From an optimization exercise on the open Yosys and OpenROAD flow, aimed at small area, a short achievable clock period and few clock cycles; shortcuts taken in it are not production practice.
The RTL was checked by simulation tests, not by an equivalence proof against the original design.
Power figures rest on the tool's default switching activity, not on a simulated workload.

===== design/flow/config.mk =====
export PLATFORM = sky130hd
export DESIGN_NAME = fpmc_alu
export DESIGN_NICKNAME = fpmc_alu
export VERILOG_FILES = /design/flow/design.v
export SDC_FILE = /design/flow/constraint.sdc
export NUM_CORES = 4
export LEC_CHECK = 0
export CAP_MARGIN = 20
export CORE_MARGIN = 2
export CORE_UTILIZATION = 40
export PLACE_DENSITY = 0.6
export SLEW_MARGIN = 20

===== design/flow/run.sh =====
#!/bin/bash
# synth_recipe.tcl (not shown) runs the flow's synth.tcl, then flattens the netlist and writes it again
# the make line also repeats each setting of config.mk as NAME=value (left out here)
make -C /OpenROAD-flow-scripts/flow DESIGN_CONFIG=/design/flow/config.mk WORK_HOME=/design/flow/orfs CLKGATE_MAP_FILE= SYNTH_SCRIPT=/design/flow/synth_recipe.tcl finish

===== design/flow/constraint.sdc =====
create_clock -name core_clock -period 11.0 [get_ports {clk}]
set_input_delay 2.2000 -clock core_clock [delete_from_list [all_inputs] [get_ports {clk}]]
set_output_delay 2.2000 -clock core_clock [all_outputs]
set_load 0.01 [all_outputs]

===== design/flow/design.v =====
module fpmc_alu (
    input  wire        clk,
    input  wire        rst,         
    input  wire        in_valid,
    output wire        in_ready,
    input  wire [2:0]  op,
    input  wire [4:0]  bits,
    input  wire [63:0] opa,
    input  wire [31:0] opb,
    output wire        out_valid,
    input  wire        out_ready,
    output wire [63:0] res,
    output wire [3:0]  code
);
    localparam [2:0] OP_QUANT_B   = 3'd0;
    localparam [2:0] OP_QUANT_C   = 3'd1;
    localparam [2:0] OP_DEQUANT_B = 3'd2;
    localparam [2:0] OP_DEQUANT_C = 3'd3;
    localparam [2:0] OP_LIMRANGE  = 3'd4;
    localparam [2:0] OP_EXTRACT   = 3'd5;
    localparam [2:0] OP_RAMP      = 3'd6;
    localparam [3:0] RC_OK          = 4'd0;
    localparam [3:0] RC_ILLEGAL_CMD = 4'd2;
    localparam [3:0] RC_BAD_OPERAND = 4'd7;
    localparam [31:0] LR_U230 = 32'h36F6F6F6;
    localparam [1:0] S_IDLE = 2'd0;
    localparam [1:0] S_CALC = 2'd1;
    localparam [1:0] S_DIV  = 2'd2;
    localparam [1:0] S_DONE = 2'd3;
    localparam DIV_W = 50;    
    reg [1:0]  state;
    reg [2:0]  op_q;
    reg [4:0]  bits_q;
    reg [63:0] opa_q;
    reg [63:0] res_q;
    reg [3:0]  code_q;
    reg [DIV_W-1:0] div_num;    
    reg [DIV_W-1:0] div_quo;    
    reg [33:0]      div_rem;    
    reg [33:0]      div_den;    
    reg [5:0]       div_cnt;
    assign in_ready  = (state == S_IDLE);
    assign out_valid = (state == S_DONE);
    assign res       = res_q;
    assign code      = code_q;
    wire        qb_s = opa_q[63];
    wire [62:0] qb_raw = opa_q[62:0];
    wire [33:0] qb_m = (qb_raw > 63'h3_FFFF_FFFF) ? 34'h3_FFFF_FFFF : qb_raw[33:0];
    reg  [2:0]  qb_e;
    reg  [4:0]  qb_sh;
    always @(*) begin
        if (qb_m < 34'h0_2000_0000) begin
            qb_e = 3'd3; qb_sh = 5'd17;
        end else if (qb_m < 34'h0_4000_0000) begin
            qb_e = 3'd2; qb_sh = 5'd18;
        end else if (qb_m < 34'h0_8000_0000) begin
            qb_e = 3'd1; qb_sh = 5'd19;
        end else if (qb_m < 34'h1_0000_0000) begin
            qb_e = 3'd0; qb_sh = 5'd20;
        end else if (qb_m < 34'h2_0000_0000) begin
            qb_e = 3'd7; qb_sh = 5'd21;
        end else begin
            qb_e = 3'd6; qb_sh = 5'd22;
        end
    end
    wire [33:0] qb_win  = qb_m >> qb_sh;           
    wire [12:0] qb_pre  = qb_win[11:0] + 13'd4;
    wire [11:0] qb_sat  = qb_pre[12] ? 12'hFFF : qb_pre[11:0];
    wire [11:0] qb_mant = qb_sat & 12'hFF8;
    wire [15:0] quant_b = {qb_s, qb_e, qb_mant};
    wire [63:0] qc_r  = {1'b0, opa_q[62:0]} + 64'h0000_0000_0008_0000;
    wire [63:0] qc_cl = (qc_r > 64'h0000_0007_FFFF_FFFF) ? 64'h0000_0007_FFFF_FFFF : qc_r;
    wire [2:0]  qc_int = qc_cl[34:32];
    wire [11:0] qc_fr  = qc_cl[31:20];
    wire [15:0] quant_c = {opa_q[63], qc_int, qc_fr};
    wire [15:0] dq_w = opa_q[15:0];
    wire [2:0]  dq_e = dq_w[14:12];
    wire [8:0]  dq_M = dq_w[11:3];
    reg  [62:0] dqb_mag;
    reg         dqb_bad;
    always @(*) begin
        dqb_bad = 1'b0;
        case (dq_e)
            3'd3:    dqb_mag = {54'd0, dq_M} << 20;
            3'd2:    dqb_mag = {54'd0, dq_M} << 21;
            3'd1:    dqb_mag = {54'd0, dq_M} << 22;
            3'd0:    dqb_mag = {54'd0, dq_M} << 23;
            3'd7:    dqb_mag = {54'd0, dq_M} << 24;
            3'd6:    dqb_mag = {54'd0, dq_M} << 25;
            default: begin dqb_mag = 63'd0; dqb_bad = 1'b1; end
        endcase
    end
    wire [63:0] dequant_b = {dq_w[15], dqb_mag};
    wire [63:0] dequant_c = {dq_w[15], 28'd0, dq_w[14:0], 20'd0};
    wire [31:0] lr_a = qb_m[33:2];                  
    wire [63:0] lr_prod = LR_U230 * lr_a;
    wire [63:0] limrange = {opa_q[63], 29'd0, lr_prod[61:28]};
    wire [15:0] ex_v = opa_q[15:0];
    wire [15:0] extract = ex_v >> (5'd16 - bits_q);
    wire bits_ok = (bits != 5'd0) && (bits <= 5'd16);
    wire [31:0]      rp_i   = opa[31:0];
    wire [31:0]      rp_n   = opb;
    wire [31:0]      rp_nm1 = rp_n - 32'd1;
    wire [DIV_W-1:0] rp_num = ({18'd0, rp_i} << (bits + 5'd1))
                            - ({18'd0, rp_i} << 1)
                            + {18'd0, rp_nm1};
    wire [33:0]      rp_den = {1'b0, rp_nm1, 1'b0};
    wire             rp_bad = (rp_n < 32'd2) || (rp_i >= rp_n);
    wire [34:0] div_trial = {div_rem, div_num[DIV_W-1]};
    wire        div_fits  = (div_trial >= {1'b0, div_den});
    wire [34:0] div_next  = div_fits ? (div_trial - {1'b0, div_den}) : div_trial;
    always @(posedge clk) begin
        if (rst) begin
            state   <= S_IDLE;
            res_q   <= 64'd0;
            code_q  <= RC_OK;
            div_cnt <= 6'd0;
        end else begin
            case (state)
                S_IDLE: begin
                    if (in_valid) begin
                        op_q   <= op;
                        bits_q <= bits;
                        opa_q  <= opa;
                        if (op == 3'd7 ||
                            ((op == OP_EXTRACT || op == OP_RAMP) && !bits_ok)) begin
                            res_q  <= 64'd0;
                            code_q <= RC_ILLEGAL_CMD;
                            state  <= S_DONE;
                        end else if (op == OP_RAMP) begin
                            if (rp_bad) begin
                                res_q  <= 64'd0;
                                code_q <= RC_BAD_OPERAND;
                                state  <= S_DONE;
                            end else begin
                                div_num <= rp_num;
                                div_den <= rp_den;
                                div_rem <= 34'd0;
                                div_quo <= {DIV_W{1'b0}};
                                div_cnt <= 6'd0;
                                state   <= S_DIV;
                            end
                        end else begin
                            state <= S_CALC;
                        end
                    end
                end
                S_CALC: begin
                    code_q <= RC_OK;
                    case (op_q)
                        OP_QUANT_B:   res_q <= {48'd0, quant_b};
                        OP_QUANT_C:   res_q <= {48'd0, quant_c};
                        OP_DEQUANT_B: begin
                            if (dqb_bad) begin
                                res_q  <= 64'd0;
                                code_q <= RC_BAD_OPERAND;
                            end else begin
                                res_q  <= dequant_b;
                            end
                        end
                        OP_DEQUANT_C: res_q <= dequant_c;
                        OP_LIMRANGE:  res_q <= limrange;
                        default:      res_q <= {48'd0, extract};
                    endcase
                    state <= S_DONE;
                end
                S_DIV: begin
                    div_rem <= div_next[33:0];
                    div_quo <= {div_quo[DIV_W-2:0], div_fits};
                    div_num <= {div_num[DIV_W-2:0], 1'b0};
                    div_cnt <= div_cnt + 6'd1;
                    if (div_cnt == DIV_W - 1) begin
                        res_q  <= {{(64-DIV_W){1'b0}}, div_quo[DIV_W-2:0], div_fits};
                        code_q <= RC_OK;
                        state  <= S_DONE;
                    end
                end
                S_DONE: begin
                    if (out_ready)
                        state <= S_IDLE;
                end
            endcase
        end
    end
endmodule

==> impl_metrics.json <==
{
  "synth-main-ff-cell": "edfxtp_1",
  "wl_per_cell_um": 22.48,
  "routed_wl_um": 135500,
  "tightest_slew_ns": 1.027,
  "synth_mux_area_frac": 0.03823,
  "fillers": 10010,
  "swShare": 0.3884,
  "cts_resized": 0,
  "fin_nets": 5689,
  "post-route-period-util": 0.9401,
  "die_area_um2": 107500,
  "gp_congestion": 0.9859,
  "critPathRequiredTime_ns": 11.55,
  "die-height_um": 327.9,
  "grt_antenna_before_repair": 3,
  "max_freq_ghz": 0.09670,
  "holdPathStages": 2,
  "clock_path_buffers": 3,
  "start_util": 0.4042,
  "setup_violations": 0,
  "clockPowerShare": 0.249,
  "cp-startpoint": "opa_q[24]",
  "ys_seq_area_frac": 0.1987,
  "comb_power_share": 0.414,
  "placementRows": 118,
  "layout_common_cells": "inv_1 (845), fa_1 (527), ha_1 (432)",
  "drc": 0,
  "dp_hpwl_um": 114900,
  "clkSinkCount": 298,
  "clk_pin_slew_ns": 0.07,
  "viasPerCell": 5.479,
  "skew_ns": 0.04611,
  "grt_max_degree": 101,
  "status": "finished clean",
  "critPathMaxFanout": 12,
  "worstHoldStart": "res_q[46]",
  "ir_drop_mv": 0.1401,
  "worstPathArrival_ns": 10.89,
  "synthAdderAreaFrac": 0.3808,
  "io-pin-count": 178,
  "grt_util_all_layers": 0.2536,
  "via_count": 33030,
  "powerDensity_nw_per_um2": 93.52,
  "synth-compound-area-share": 0.1307,
  "critPathLaunchType": "flop",
  "r2r_cells": 31,
  "drive_gt1_frac": 0.05575,
  "synthCells": 4470,
  "multi_input_area_um2": 30030,
  "syn_area_per_cell_um2": 9.386,
  "cell_internal_pwr_uw": 2668,
  "cts_root_buf": "clkbuf_16",
  "rsz0062_at_grt": "false",
  "min_period_ns": 10.34,
  "r2r_slack_ns": 0.66,
  "dr.pass1.iters": 5,
  "synth-edff-count": 237,
  "r2r-start": "opa_q[24]",
  "synth-seq-cells": 298,
  "synth_top_family_by_area": "adder cells",
  "design.core.area_um2": 103800,
  "setup_tns_ns": 0,
  "syn_area_um2": 41960,
  "grt_pass1_vias": 33990,
  "async_flop_share": 0,
  "mostFrequentLayoutCell": "inv_1",
  "clock_latency_ns": 0.63,
  "max_slew_margin": 0.3145,
  "syn2layout_area_growth_pct": 11.15,
  "cts_tree": "built",
  "critPathKind": "reg -> reg",
  "maxCapViolCount": 0,
  "cts-buffers-inserted": 31,
  "grt_pass1_wl_um": 206900,
  "slowest_stage": "or4_4",
  "p_seq_frac": 0.337,
  "yosys_warnings": 1,
  "p_leak_uw": 0.02111,
  "min_to": "res_q[46]",
  "max_stage_delay_ns": 0.68,
  "die_width_um": 327.9,
  "area.sequential_um2": 8338,
  "worstReg2RegEnd": "res_q[27]",
  "switching_power_uw": 1694,
  "cpMostUsedCell": "fa_1",
  "holdBufCountCts": 0,
  "holdWs_ns": 0.4531,
  "synth-xor-area-share": 0.03716,
  "hold_viol_final": 0,
  "endpoint_kind": "flop",
  "synth_cell_types": 108,
  "cts_setup_buffers": 0,
  "final_util": 0.4493,
  "slew_violations": 0,
  "drt_iter0_drc": 2863,
  "ant_nets": 0,
  "grt_overflow": 0,
  "io_buffers": 163,
  "htreeDepth": 1,
  "hold_path_class": "reg -> reg",
  "synthSimpleGateAreaFrac": 0.1236
}
==> cell type report <==
cell class,instances,area share
Clock inverter,20,0.003837
Clock buffer,38,0.01854
Antenna cell,2,0.0001073
Inverter,848,0.06825
Multi-Input combinational cell,3193,0.6440
Sequential cell,298,0.1788
Tap cell,1380,0.03702
Timing Repair Buffer,249,0.04950
==> cell families (layout without fill, tap and decap cells) <==
group / Yosys count / count (layout)
AND/OR/NAND/NOR: 1074 / 1074
buffers and inverters: 992 / 1155
adder cells (fa/ha/maj): 961 / 961
AO/OA/AOI/OAI: 839 / 839
flip-flops: 298 / 298
XOR/XNOR: 178 / 178
multiplexers: 127 / 127
other: 1 / 16
==> through the flow <==
| stage | instances | power, µW | worst slack [ns] | instance area, µm² |
|---|---|---|---|---|
| after floorplan | 4483 | 2719 | 1.134 | 42010 |
| after global placement | 5966 | 3262 | 0.1026 | 45490 |
| after detailed placement | 5968 | 3280 | -0.01285 | 45540 |
| after CTS | 6026 | 4382 | 0.01247 | 46580 |
| after global routing | 6026 | 4617 | 0.06460 | 46630 |
| final | 6028 | 4362 | 0.6588 | 46640 |
==> metal layers <==
| metal | share of wire | GRT usage | vias to the layer above |
|---|---|---|---|
| met5 | 0.000089 | 0 | - |
| met4 | 0.042 | 0.08985 | 2 |
| met3 | 0.068 | 0.04161 | 228 |
| met2 | 0.48 | 0.4287 | 1143 |
| met1 | 0.41 | 0.3278 | 16320 |
| li1 | - | - | 15340 |
==> Yosys cell counts, drive strengths merged (8+ instances only) <==
cell type / number / share of area
o31ai: 25 / 0.0049
xor2: 67 / 0.014
a221oi: 12 / 0.0025
a21o: 90 / 0.016
buf: 31 / 0.0047
or3: 25 / 0.0037
or2: 23 / 0.0034
o22ai: 20 / 0.0030
o21bai: 11 / 0.0020
fa: 527 / 0.25
and3: 30 / 0.0045
xnor2: 111 / 0.023
nand2b: 32 / 0.0048
a22oi: 23 / 0.0042
mux2: 16 / 0.0043
nand3: 72 / 0.0087
mux4: 25 / 0.013
a211oi: 31 / 0.0058
o21a: 29 / 0.0052
edfxtp: 237 / 0.17
nand4: 59 / 0.0089
a21boi: 11 / 0.0020
nor3: 66 / 0.0081
inv: 846 / 0.076
nor2b: 25 / 0.0037
nor4: 28 / 0.0048
nand2: 361 / 0.032
ha: 433 / 0.13
o211a: 8 / 0.0019
nor2: 247 / 0.022
o21ai: 193 / 0.023
o221ai: 8 / 0.0017
dfxtp: 61 / 0.029
mux2i: 86 / 0.021
clkbuf: 113 / 0.010
a21oi: 230 / 0.027
and2: 64 / 0.0096
o211ai: 26 / 0.0048
nand3b: 9 / 0.0016
a31oi: 26 / 0.0039
==> sequential cells by signal (all words and copies together), names as in the netlist <==
name,cells
div_rem,34
div_num,50
div_quo,49
div_cnt,6
op_q,3
code_q,2
opa_q,64
bits_q,5
res_q,51
div_den,32
state,2
==> power by group through the flow <==
stage	sequential, µW	clock, µW	combinational (µW)
6_report	1470	1090	1810
3_3_place_gp	1490	0	1770
4_1_cts	1470	1120	1800
3_5_place_dp	1490	0	1790
5_1_grt	1480	1150	1990
2_1_floorplan	1480	0	1240
==> worst max path at each step <==
stage / cells past startpoint / slack (ns) / end
after floorplan: 33 / 1.13 / res_q[24]
after global placement: 29 / 0.10 / res_q[24]
after detailed placement: 34 / -0.01 / res_q[27]
after CTS: 34 / 0.01 / res_q[27]
after global routing: 33 / 0.06 / res_q[27]
final: 31 / 0.66 / res_q[27]
==> critical path, delay by kind of cell, from the launching register on <==
family | cells | cell delay (ns)
flops | 1 | 0.50
fa+ha+maj | 10 | 4.56
simple gates | 6 | 2.44
buf+inv | 5 | 0.42
compound gates | 10 | 2.36
Testbench counts, summed over its fixed seeds: cycles 141,796.

what the ideal ports hide:
No port has a modelled driver above. Below, the same layout with a new extraction and two added sets of constraints.
Step 1: set_driving_cell puts a clkbuf_16 on clk and a buf_2 on each other input, an assumption about the parent block.
Step 2 adds t to the input delays and takes it off the output delays; t is the mean of the earliest and latest rising clock arrival at the registers after step 1. Input paths then give back, and output paths get back, about the clock's delay inside the block.
Three values: ideal, step 1, step 2; two values: the first two.
t, ns: 0.670
setup slack, ns: 0.659 / 0.659 / 0.659
hold slack, ns: 0.453 / 0.453 / 0.453
latest minus earliest clock arrival (ns): 0.047 / 0.046
After both steps setup and hold are still met in this run. The setup slack of this run moves by 0.000 ns with the drivers and by 0.000 ns with both steps.
